This is an optimization exercise on Yosys and OpenROAD, whose aim is small area, not a production implementation. RTL that was checked went through simulation tests only; none was proved equivalent to the original. Power figures rest on the tool's default switching activity, not on a simulated workload.

==> run a: inputs <==
Design rld_block, start of the top module:
module rld_block (
    input  wire        clk,
    input  wire        rst,
    input  wire        host_we,
    input  wire [4:0]  host_addr,
    input  wire [16:0] host_wdata,
    output reg  [16:0] host_rdata,
    output wire        busy,
    output reg         mem_req,
    output reg         mem_we,
    output wire [15:0] mem_addr,
    output wire [7:0]  mem_wdata,
    input  wire        mem_gnt,
    input  wire [7:0]  mem_rdata,
    output wire [7:0]  xlat_idx,
    input  wire [7:0]  xlat_data
);
clock: 11.0 ns
lec_check: 0
cap_margin: 20
core_margin: 2
core_utilization: 55
gpl_timing_driven: 0
slew_margin: 20
standard.sh (not shown) runs the stock make flow with config.mk's settings and CLKGATE_MAP_FILE= SYNTH_SCRIPT=/design/flow/synth_recipe.tcl, a recipe that flattens the netlist after the stock synthesis.
==> flow/flow/run.sh <==
#!/bin/bash
# Standard layout with extra ORFS settings: synthesis buffers are removed at
# floorplan (timing repair re-adds what is needed), ports are buffered with
# the smallest buffer cell, and clock tree synthesis adds no dummy loads.
set -euo pipefail
bash standard.sh REMOVE_ABC_BUFFERS=1 \
  "BUFFER_PORTS_ARGS=-buffer_cell sky130_fd_sc_hd__buf_1" \
  "CTS_ARGS=-sink_clustering_enable -repair_clock_nets -sink_clustering_size 15 -sink_clustering_max_diameter 60 -buf_list sky130_fd_sc_hd__clkbuf_8 -dont_use_dummy_load" \
  finish > standard_flow.log 2>&1
==> run b: changes against run a <==
--- a/flow/design.v
+++ b/flow/design.v
@@ -16,24 +16,25 @@
     input  wire [7:0]  xlat_data
 );
     localparam [5:0]
         IDLE = 6'd0,
         S1   = 6'd1,  S4   = 6'd2,  S4B  = 6'd3,  S5   = 6'd4,  I2   = 6'd5,
         FH   = 6'd6,  CAP  = 6'd7,  ENDC = 6'd8,  F_DST = 6'd9,
-        NB   = 6'd10, CCHK = 6'd11, CRD  = 6'd12, CDAT = 6'd13, DLUT = 6'd14,
-        DFIX = 6'd15, VCHK = 6'd16, VRD  = 6'd17, VDAT = 6'd18,
+        CCHK = 6'd11, CRD  = 6'd12, CDAT = 6'd13, DLUT = 6'd14,
+        VCHK = 6'd16, VRD  = 6'd17, VDAT = 6'd18,
         DCHK = 6'd19, DRD  = 6'd20, DDAT = 6'd21, INC  = 6'd22, OUTL = 6'd23,
         DEC  = 6'd24,
         LA   = 6'd25, LB1  = 6'd26, LB2  = 6'd27, LC   = 6'd28, LD   = 6'd29,
         Q1   = 6'd30, Q2   = 6'd31, Q3   = 6'd32, Q4   = 6'd33, Q5   = 6'd34,
         Q7   = 6'd35, Q8   = 6'd36, Q9   = 6'd37, Q10  = 6'd38, Q11  = 6'd39,
         Q14  = 6'd40,
         M1   = 6'd41, M2   = 6'd42, M3   = 6'd43, M4   = 6'd44, RS1  = 6'd45,
         RS2  = 6'd46, RD   = 6'd47, WR   = 6'd48, SI   = 6'd49, PD   = 6'd50,
         R1   = 6'd51, R2   = 6'd52, N1   = 6'd53, N2   = 6'd54, N3   = 6'd55,
-        N4   = 6'd56;
+        N4   = 6'd56,
+        F_SRC = 6'd57, F_TM = 6'd58, F_CL = 6'd59, F_CDST = 6'd60;
     localparam [4:0] A_ZERO = 5'h00, A_SRC = 5'h06,
                      A_SEND = 5'h07, A_DST = 5'h08, A_DCAP = 5'h09,
                      A_COUNT = 5'h0A, A_WIDTH = 5'h0B, A_HEIGHT = 5'h0C,
                      A_TMSRC = 5'h0D, A_CLSRC = 5'h0E, A_CDST = 5'h0F,
                      A_VPW = 5'h10, A_VPH = 5'h11, A_DSTRIDE = 5'h12,
                      A_DROW = 5'h13, A_VPHHI = 5'h14, A_COUNT8 = 5'h15,
@@ -68,26 +69,30 @@
     reg [4:0] ysel;
     reg       yinv, cin;
     always @(*) begin
         xsel = X_ZERO; ysel = A_ZERO; yinv = 1'b0; cin = 1'b0;
         case (state)
             S1:   begin ysel = is_skip8 ? A_COUNT8 : is_next ? A_ZERO : A_COUNT; cin = is_next; end
-            S4:   begin xsel = X_P1; yinv = 1'b1; end
+            S4:   begin xsel = X_P1; end
             S4B, F_DST: begin ysel = A_DST; end
+            F_SRC:  begin ysel = A_SRC; end
+            F_TM:   begin ysel = A_TMSRC; end
+            F_CL:   begin ysel = A_CLSRC; end
+            F_CDST: begin ysel = A_CDST; end
             S5:   begin ysel = A_SEND; end
             I2:   begin xsel = X_ONES; end
             FH:   begin ysel = A_HEIGHT; end
             CAP:  begin xsel = X_P1; ysel = A_DCAP; yinv = 1'b1; end
             ENDC: begin xsel = X_P1; ysel = A_DST; end
-            NB, DFIX: begin xsel = X_ONES; ysel = A_REM; end
             CCHK, VCHK, DCHK: begin xsel = X_P2; ysel = A_SRC; yinv = 1'b1; end
             CRD, VRD, DRD, INC: begin xsel = X_SRC; cin = 1'b1; end
             DLUT: begin ysel = {3'b110, mode_r, rem_r[5]}; end
             CDAT, VDAT: begin ysel = A_MEMRD; end
             DDAT, OUTL, WR: begin xsel = X_P1; cin = 1'b1; end
-            RD, SI: begin xsel = X_P2; cin = 1'b1; end
+            RD:   begin xsel = X_P2; cin = 1'b1; end
+            SI:   begin xsel = X_P2; yinv = 1'b1; end
             DEC, LA, LC, PD: begin xsel = X_ONES; ysel = A_CNT; end
             LB1:  begin xsel = X_P1; ysel = is_proj ? A_DSTRIDE : A_WIDTH; end
             LB2:  begin xsel = X_P2; ysel = A_WIDTH; end
             LD:   begin xsel = X_P1; ysel = A_DSTRIDE; end
             Q1:   begin ysel = A_VPH; end
             Q2:   begin xsel = X_P1; ysel = A_HEIGHT; yinv = 1'b1; end
@@ -194,12 +199,13 @@
             DDAT, OUTL: begin mem_req = is_fill; mem_we = 1'b1; end
             WR: begin mem_req = 1'b1; mem_we = 1'b1; end
             default: ;
         endcase
     end
     wire [7:0] cmd_in = host_wdata[7:0];
+    wire [5:0] rem_dec = rem_r - 6'd1;
     wire       win_empty = (vpw_r == 8'd0) || (vph_r == 8'd0);
     wire [16:0] wd  = host_wdata & {17{~rst}};
     wire        hw  = host_we | rst;
     always @(posedge clk) begin
         if (hw && (rst || host_addr == 5'h04)) ctrl_r    <= wd[1:0];
         if (hw && (rst || host_addr == 5'h07)) send_r    <= wd;
@@ -215,13 +221,13 @@
         if (hw && (rst || host_addr == 5'h11)) vph_r     <= wd[7:0];
         if (hw && (rst || host_addr == 5'h12)) dstride_r <= wd[7:0];
         if (hw && (rst || host_addr == 5'h13)) drow_r    <= {wd[7:1], wd[0] | rst};
     end
     always @(posedge clk) begin
         if (state == DDAT && is_init)
-            dict_r[~cnt_r[1:0]] <= mem_rdata;
+            dict_r[{~(cnt_r[1] ^ cnt_r[0]), cnt_r[0]}] <= mem_rdata;
         if ((state == DDAT || state == OUTL) && is_next)
             data_r <= mem_wdata;
         if (state == DLUT || state == VDAT)
             latch_r <= host_rdata[7:0];
     end
     always @(posedge clk) begin
@@ -281,45 +287,31 @@
                     end
                 end
             end
             S1: state <= is_fill ? CAP : S4;
             CAP: state <= carry ? F_DST : ENDC;                  
             ENDC: begin                                          
-                if (big) begin
-                    errcode_r <= 3'd2;
-                    p2_r      <= host_rdata;
-                    state     <= IDLE;
-                end else begin
-                    state <= is_proj ? Q14 : S4;
-                end
+                state <= big ? F_DST : is_proj ? Q14 : S4;
             end
-            F_DST: begin errcode_r <= 3'd2; p2_r <= s; state <= IDLE; end
-            S4: if (carry) state <= S4B; else begin errcode_r <= 3'd0; state <= IDLE; end
+            F_DST, F_CDST: begin errcode_r <= 3'd2; p2_r <= s; state <= IDLE; end
+            F_SRC:         begin errcode_r <= 3'd1; p2_r <= s; state <= IDLE; end
+            F_TM, F_CL:    begin errcode_r <= 3'd6; p2_r <= s; state <= IDLE; end
+            S4: state <= S4B;
             S4B: state <= state + 6'd1;
             I2: state <= S5;
             S5: begin
                 p2_r  <= s;
-                state <= is_init ? DCHK : NB;
+                state <= DEC;
             end
             FH: state <= LA;
-            NB: begin
-                if (rem_r != 6'd0) begin
-                    rem_r <= s[5:0];
-                    state <= mode_r ? OUTL : DCHK;
-                end else begin
-                    state <= state + 6'd1;
-                end
-            end
             CCHK, VCHK, DCHK: begin
                 if (src_ok) begin
                     state <= state + 6'd1;
                 end else begin
                     if (state == VCHK) rem_r <= 6'd0;
-                    errcode_r <= 3'd1;
-                    p2_r      <= host_rdata;
-                    state     <= IDLE;
+                    state <= F_SRC;
                 end
             end
             CRD, VRD: if (mem_gnt) begin
                 src_r <= s;
                 state <= state + 6'd1;
             end
@@ -336,34 +328,38 @@
                     state <= VCHK;
                 end else begin
                     mode_r <= 1'b0;
                     state  <= DCHK;
                 end
             end
-            DLUT: state <= state + 6'd1;
-            DFIX: begin rem_r <= {1'b0, s[4:0]}; mode_r <= 1'b1; state <= OUTL; end
+            DLUT: begin rem_r <= {1'b0, rem_dec[4:0]}; mode_r <= 1'b1; state <= OUTL; end
             VDAT: begin mode_r <= 1'b1; state <= OUTL; end
             DDAT: begin
                 if (!is_fill) state <= DEC;
                 else if (mem_gnt) state <= state + 6'd1;
                 else state <= DRD;
             end
             INC:  begin src_r <= s; state <= DEC; end
             OUTL: if (!is_fill || mem_gnt) state <= state + 6'd1;
             DEC: begin
-                if (!carry || (is_init && cnt_r[1:0] == 2'd0)) begin
+                if (!carry || (is_init && !cnt_r[2])) begin
                     if (is_init) begin
                         rem_r    <= 6'd0;
                         mode_r   <= 1'b0;
                         inited_r <= 1'b1;
                     end
                     p2_r      <= 17'd0;
                     errcode_r <= 3'd0;
                     state     <= IDLE;
+                end else if (is_init) begin
+                    state <= DCHK;
+                end else if (rem_r != 6'd0) begin
+                    rem_r <= rem_dec;
+                    state <= mode_r ? OUTL : DCHK;
                 end else begin
-                    state <= is_init ? DCHK : NB;
+                    state <= CCHK;
                 end
             end
             LA:  state <= carry ? LB1 : (is_proj ? Q9 : CAP);
             LB1: state <= is_proj ? LB2 : LA;
             LB2: begin p2_r <= s; state <= LA; end
             LC:  state <= carry ? LD : Q10;
@@ -379,37 +375,33 @@
             end
             Q7: begin p2_r <= s; state <= state + 6'd1; end
             Q8: state <= LA;
             Q9: state <= LC;
             Q10, Q11: begin
                 if (big && (state == Q10 || ctrl_r[0])) begin
-                    errcode_r <= 3'd6;
-                    p2_r      <= host_rdata;
-                    state     <= IDLE;
+                    state <= (state == Q10) ? F_TM : F_CL;
                 end else begin
                     state <= (state == Q10) ? Q11 : CAP;
                 end
             end
             Q14: begin
                 if (big && ctrl_r[0]) begin
-                    errcode_r <= 3'd2;
-                    p2_r      <= host_rdata;
-                    state     <= IDLE;
+                    state <= F_CDST;
                 end else begin
                     state <= state + 6'd1;
                 end
             end
             M1: begin p2_r <= s; state <= state + 6'd1; end
             M2: state <= state + 6'd1;
             M3: state <= state + 6'd1;
             M4: state <= state + 6'd1;
             RS1: begin p2_r <= s; state <= state + 6'd1; end
             RS2: state <= state + 6'd1;
-            RD: if (mem_gnt) state <= state + 6'd1;
-            WR: state <= mem_gnt ? SI : RD;
-            SI: begin p2_r <= s; state <= state + 6'd1; end
+            RD: if (mem_gnt) begin p2_r <= s; state <= WR; end
+            WR: state <= mem_gnt ? PD : SI;
+            SI: begin p2_r <= s; state <= RD; end
             PD: begin
                 if (!carry) begin
                     if (!plane && ctrl_r[0]) begin
                         errcode_r <= 3'd0;           
                         state     <= N1;
                     end else begin
- CORE_UTILIZATION: 55 -> 62
==> run c: changes against run a <==
--- a/flow/design.v
+++ b/flow/design.v
@@ -16,24 +16,25 @@
     input  wire [7:0]  xlat_data
 );
     localparam [5:0]
         IDLE = 6'd0,
         S1   = 6'd1,  S4   = 6'd2,  S4B  = 6'd3,  S5   = 6'd4,  I2   = 6'd5,
         FH   = 6'd6,  CAP  = 6'd7,  ENDC = 6'd8,  F_DST = 6'd9,
-        NB   = 6'd10, CCHK = 6'd11, CRD  = 6'd12, CDAT = 6'd13, DLUT = 6'd14,
-        DFIX = 6'd15, VCHK = 6'd16, VRD  = 6'd17, VDAT = 6'd18,
+        CCHK = 6'd11, CRD  = 6'd12, CDAT = 6'd13, DLUT = 6'd14,
+        VRD  = 6'd17, VDAT = 6'd18,
         DCHK = 6'd19, DRD  = 6'd20, DDAT = 6'd21, INC  = 6'd22, OUTL = 6'd23,
         DEC  = 6'd24,
         LA   = 6'd25, LB1  = 6'd26, LB2  = 6'd27, LC   = 6'd28, LD   = 6'd29,
         Q1   = 6'd30, Q2   = 6'd31, Q3   = 6'd32, Q4   = 6'd33, Q5   = 6'd34,
         Q7   = 6'd35, Q8   = 6'd36, Q9   = 6'd37, Q10  = 6'd38, Q11  = 6'd39,
         Q14  = 6'd40,
         M1   = 6'd41, M2   = 6'd42, M3   = 6'd43, M4   = 6'd44, RS1  = 6'd45,
         RS2  = 6'd46, RD   = 6'd47, WR   = 6'd48, SI   = 6'd49, PD   = 6'd50,
         R1   = 6'd51, R2   = 6'd52, N1   = 6'd53, N2   = 6'd54, N3   = 6'd55,
-        N4   = 6'd56;
+        N4   = 6'd56,
+        F_SRC = 6'd57, F_TM = 6'd58, F_CL = 6'd59, F_CDST = 6'd60;
     localparam [4:0] A_ZERO = 5'h00, A_SRC = 5'h06,
                      A_SEND = 5'h07, A_DST = 5'h08, A_DCAP = 5'h09,
                      A_COUNT = 5'h0A, A_WIDTH = 5'h0B, A_HEIGHT = 5'h0C,
                      A_TMSRC = 5'h0D, A_CLSRC = 5'h0E, A_CDST = 5'h0F,
                      A_VPW = 5'h10, A_VPH = 5'h11, A_DSTRIDE = 5'h12,
                      A_DROW = 5'h13, A_VPHHI = 5'h14, A_COUNT8 = 5'h15,
@@ -68,26 +69,30 @@
     reg [4:0] ysel;
     reg       yinv, cin;
     always @(*) begin
         xsel = X_ZERO; ysel = A_ZERO; yinv = 1'b0; cin = 1'b0;
         case (state)
             S1:   begin ysel = is_skip8 ? A_COUNT8 : is_next ? A_ZERO : A_COUNT; cin = is_next; end
-            S4:   begin xsel = X_P1; yinv = 1'b1; end
+            S4:   begin xsel = X_P1; end
             S4B, F_DST: begin ysel = A_DST; end
+            F_SRC:  begin ysel = A_SRC; end
+            F_TM:   begin ysel = A_TMSRC; end
+            F_CL:   begin ysel = A_CLSRC; end
+            F_CDST: begin ysel = A_CDST; end
             S5:   begin ysel = A_SEND; end
             I2:   begin xsel = X_ONES; end
             FH:   begin ysel = A_HEIGHT; end
             CAP:  begin xsel = X_P1; ysel = A_DCAP; yinv = 1'b1; end
             ENDC: begin xsel = X_P1; ysel = A_DST; end
-            NB, DFIX: begin xsel = X_ONES; ysel = A_REM; end
-            CCHK, VCHK, DCHK: begin xsel = X_P2; ysel = A_SRC; yinv = 1'b1; end
+            CCHK, CDAT, DCHK: begin xsel = X_P2; ysel = A_SRC; yinv = 1'b1; end
             CRD, VRD, DRD, INC: begin xsel = X_SRC; cin = 1'b1; end
             DLUT: begin ysel = {3'b110, mode_r, rem_r[5]}; end
-            CDAT, VDAT: begin ysel = A_MEMRD; end
+            VDAT: begin ysel = A_MEMRD; end
             DDAT, OUTL, WR: begin xsel = X_P1; cin = 1'b1; end
-            RD, SI: begin xsel = X_P2; cin = 1'b1; end
+            RD:   begin xsel = X_P2; cin = 1'b1; end
+            SI:   begin xsel = X_P2; yinv = 1'b1; end
             DEC, LA, LC, PD: begin xsel = X_ONES; ysel = A_CNT; end
             LB1:  begin xsel = X_P1; ysel = is_proj ? A_DSTRIDE : A_WIDTH; end
             LB2:  begin xsel = X_P2; ysel = A_WIDTH; end
             LD:   begin xsel = X_P1; ysel = A_DSTRIDE; end
             Q1:   begin ysel = A_VPH; end
             Q2:   begin xsel = X_P1; ysel = A_HEIGHT; yinv = 1'b1; end
@@ -194,12 +199,13 @@
             DDAT, OUTL: begin mem_req = is_fill; mem_we = 1'b1; end
             WR: begin mem_req = 1'b1; mem_we = 1'b1; end
             default: ;
         endcase
     end
     wire [7:0] cmd_in = host_wdata[7:0];
+    wire [5:0] rem_dec = rem_r - 6'd1;
     wire       win_empty = (vpw_r == 8'd0) || (vph_r == 8'd0);
     wire [16:0] wd  = host_wdata & {17{~rst}};
     wire        hw  = host_we | rst;
     always @(posedge clk) begin
         if (hw && (rst || host_addr == 5'h04)) ctrl_r    <= wd[1:0];
         if (hw && (rst || host_addr == 5'h07)) send_r    <= wd;
@@ -215,13 +221,13 @@
         if (hw && (rst || host_addr == 5'h11)) vph_r     <= wd[7:0];
         if (hw && (rst || host_addr == 5'h12)) dstride_r <= wd[7:0];
         if (hw && (rst || host_addr == 5'h13)) drow_r    <= {wd[7:1], wd[0] | rst};
     end
     always @(posedge clk) begin
         if (state == DDAT && is_init)
-            dict_r[~cnt_r[1:0]] <= mem_rdata;
+            dict_r[{~(cnt_r[1] ^ cnt_r[0]), cnt_r[0]}] <= mem_rdata;
         if ((state == DDAT || state == OUTL) && is_next)
             data_r <= mem_wdata;
         if (state == DLUT || state == VDAT)
             latch_r <= host_rdata[7:0];
     end
     always @(posedge clk) begin
@@ -281,89 +287,74 @@
                     end
                 end
             end
             S1: state <= is_fill ? CAP : S4;
             CAP: state <= carry ? F_DST : ENDC;                  
             ENDC: begin                                          
-                if (big) begin
-                    errcode_r <= 3'd2;
-                    p2_r      <= host_rdata;
-                    state     <= IDLE;
-                end else begin
-                    state <= is_proj ? Q14 : S4;
-                end
+                state <= big ? F_DST : is_proj ? Q14 : S4;
             end
-            F_DST: begin errcode_r <= 3'd2; p2_r <= s; state <= IDLE; end
-            S4: if (carry) state <= S4B; else begin errcode_r <= 3'd0; state <= IDLE; end
+            F_DST, F_CDST: begin errcode_r <= 3'd2; p2_r <= s; state <= IDLE; end
+            F_SRC:         begin errcode_r <= 3'd1; p2_r <= s; state <= IDLE; end
+            F_TM, F_CL:    begin errcode_r <= 3'd6; p2_r <= s; state <= IDLE; end
+            S4: state <= S4B;
             S4B: state <= state + 6'd1;
             I2: state <= S5;
             S5: begin
                 p2_r  <= s;
-                state <= is_init ? DCHK : NB;
+                state <= DEC;
             end
             FH: state <= LA;
-            NB: begin
-                if (rem_r != 6'd0) begin
-                    rem_r <= s[5:0];
-                    state <= mode_r ? OUTL : DCHK;
-                end else begin
-                    state <= state + 6'd1;
-                end
-            end
-            CCHK, VCHK, DCHK: begin
-                if (src_ok) begin
-                    state <= state + 6'd1;
-                end else begin
-                    if (state == VCHK) rem_r <= 6'd0;
-                    errcode_r <= 3'd1;
-                    p2_r      <= host_rdata;
-                    state     <= IDLE;
-                end
-            end
+            CCHK, DCHK: state <= src_ok ? state + 6'd1 : F_SRC;
             CRD, VRD: if (mem_gnt) begin
                 src_r <= s;
                 state <= state + 6'd1;
             end
             DRD: if (mem_gnt) begin
                 if (!is_fill) src_r <= s;
                 state <= state + 6'd1;
             end
             CDAT: begin
-                rem_r <= s[5:0];
                 if (mem_rdata[7]) begin
+                    rem_r  <= mem_rdata[5:0];
                     mode_r <= mem_rdata[6];      
                     state  <= DLUT;
                 end else if (mem_rdata[6]) begin
-                    state <= VCHK;
+                    if (src_ok) rem_r <= mem_rdata[5:0];
+                    state <= src_ok ? VRD : F_SRC;
                 end else begin
+                    rem_r  <= mem_rdata[5:0];
                     mode_r <= 1'b0;
-                    state  <= DCHK;
+                    state  <= src_ok ? DRD : F_SRC;
                 end
             end
-            DLUT: state <= state + 6'd1;
-            DFIX: begin rem_r <= {1'b0, s[4:0]}; mode_r <= 1'b1; state <= OUTL; end
+            DLUT: begin rem_r <= {1'b0, rem_dec[4:0]}; mode_r <= 1'b1; state <= OUTL; end
             VDAT: begin mode_r <= 1'b1; state <= OUTL; end
             DDAT: begin
                 if (!is_fill) state <= DEC;
                 else if (mem_gnt) state <= state + 6'd1;
                 else state <= DRD;
             end
             INC:  begin src_r <= s; state <= DEC; end
             OUTL: if (!is_fill || mem_gnt) state <= state + 6'd1;
             DEC: begin
-                if (!carry || (is_init && cnt_r[1:0] == 2'd0)) begin
+                if (!carry || (is_init && !cnt_r[2])) begin
                     if (is_init) begin
                         rem_r    <= 6'd0;
                         mode_r   <= 1'b0;
                         inited_r <= 1'b1;
                     end
                     p2_r      <= 17'd0;
                     errcode_r <= 3'd0;
                     state     <= IDLE;
+                end else if (is_init) begin
+                    state <= DCHK;
+                end else if (rem_r != 6'd0) begin
+                    rem_r <= rem_dec;
+                    state <= mode_r ? OUTL : DCHK;
                 end else begin
-                    state <= is_init ? DCHK : NB;
+                    state <= CCHK;
                 end
             end
             LA:  state <= carry ? LB1 : (is_proj ? Q9 : CAP);
             LB1: state <= is_proj ? LB2 : LA;
             LB2: begin p2_r <= s; state <= LA; end
             LC:  state <= carry ? LD : Q10;
@@ -379,37 +370,33 @@
             end
             Q7: begin p2_r <= s; state <= state + 6'd1; end
             Q8: state <= LA;
             Q9: state <= LC;
             Q10, Q11: begin
                 if (big && (state == Q10 || ctrl_r[0])) begin
-                    errcode_r <= 3'd6;
-                    p2_r      <= host_rdata;
-                    state     <= IDLE;
+                    state <= (state == Q10) ? F_TM : F_CL;
                 end else begin
                     state <= (state == Q10) ? Q11 : CAP;
                 end
             end
             Q14: begin
                 if (big && ctrl_r[0]) begin
-                    errcode_r <= 3'd2;
-                    p2_r      <= host_rdata;
-                    state     <= IDLE;
+                    state <= F_CDST;
                 end else begin
                     state <= state + 6'd1;
                 end
             end
             M1: begin p2_r <= s; state <= state + 6'd1; end
             M2: state <= state + 6'd1;
             M3: state <= state + 6'd1;
             M4: state <= state + 6'd1;
             RS1: begin p2_r <= s; state <= state + 6'd1; end
             RS2: state <= state + 6'd1;
-            RD: if (mem_gnt) state <= state + 6'd1;
-            WR: state <= mem_gnt ? SI : RD;
-            SI: begin p2_r <= s; state <= state + 6'd1; end
+            RD: if (mem_gnt) begin p2_r <= s; state <= WR; end
+            WR: state <= mem_gnt ? PD : SI;
+            SI: begin p2_r <= s; state <= RD; end
             PD: begin
                 if (!carry) begin
                     if (!plane && ctrl_r[0]) begin
                         errcode_r <= 3'd0;           
                         state     <= N1;
                     end else begin
- CORE_UTILIZATION: 55 -> 66
==> comparison table <==
Net switching power of the design: run c 1.63 mW; run b 763 uW; run a 1.28 mW
Number of antenna violations at the first check in global routing: run c 2; run b 0; run a 2
Status: run c no timing/DRC/antenna violations; run b no timing/DRC/antenna violations; run a no timing/DRC/antenna violations
Register share of the cell area: run c 48.4%; run b 48.4%; run a 46.4%
Gate count after technology mapping: run c 1567; run b 1532; run a 1648
Met2 track demand over resource: run c 72.1%; run b 62.5%; run a 59.0%
Buffer count excluding the clock tree in the final layout: run c 123; run b 126; run a 129
Met3 global-route usage: run c 12.6%; run b 10.9%; run a 8.47%
Sequential fraction of the synthesis area: run c 52.0%; run b 51.9%; run a 50.2%
Area of the multi-input gates: run c 7460 sq um; run b 7430 sq um; run a 8090 sq um
Number of detailed-route iterations in the first pass: run c 9; run b 8; run a 6
Synth Area in Adders: run c 2.68%; run b 2.68%; run a 2.51%
Setup repair after global routing missed its margin: run c no; run b no; run a -
Leakage power: run c 6.25 nW; run b 6.20 nW; run a 6.27 nW
Share of layout cells above drive strength 1: run c 8.04%; run b 9.06%; run a 10.1%
Sequential share of power: run c 38.6%; run b 55.3%; run a 43.8%
Avg WL per Cell: run c 32.9 um; run b 31.0 um; run a 32.6 um
Effective utilization at floorplan: run c 67.2%; run b 63.0%; run a 55.6%
Switching share of power: run c 43.9%; run b 31.4%; run a 40.1%
Only the layout flow was run in run a; the RTL was not checked for function there.

-- what the ideal ports hide --
How much do the figures lean on ideal ports? The routed layouts below were timed once more, with nothing changed but the port constraints.
Step 1: set_driving_cell puts a clkbuf_16 on clk and a buf_2 on each other input, an assumption about the parent block.
Step 2 adds t to the input delays and takes it off the output delays; t is the mean of the earliest and latest rising clock arrival at the registers after step 1. Input paths then give back, and output paths get back, about the clock's delay inside the block.
Three values: ideal, step 1, step 2; two values: the first two.
run | t (ns) | slack for setup (ns) | pins driven straight from the clock port
run a | 0.655 | 0.288 / 0.288 / -0.281 | 1
run b | 0.618 | 0.337 / 0.337 / -0.047 | 1
run c | 0.619 | 0.311 / 0.311 / 0.033 | 1
Met with ideal ports but missed after step 2: setup timing in run a and run b. For run a, which loses most, drivers alone change the setup slack by 0.000 ns; drivers and shift together by -0.569 ns.
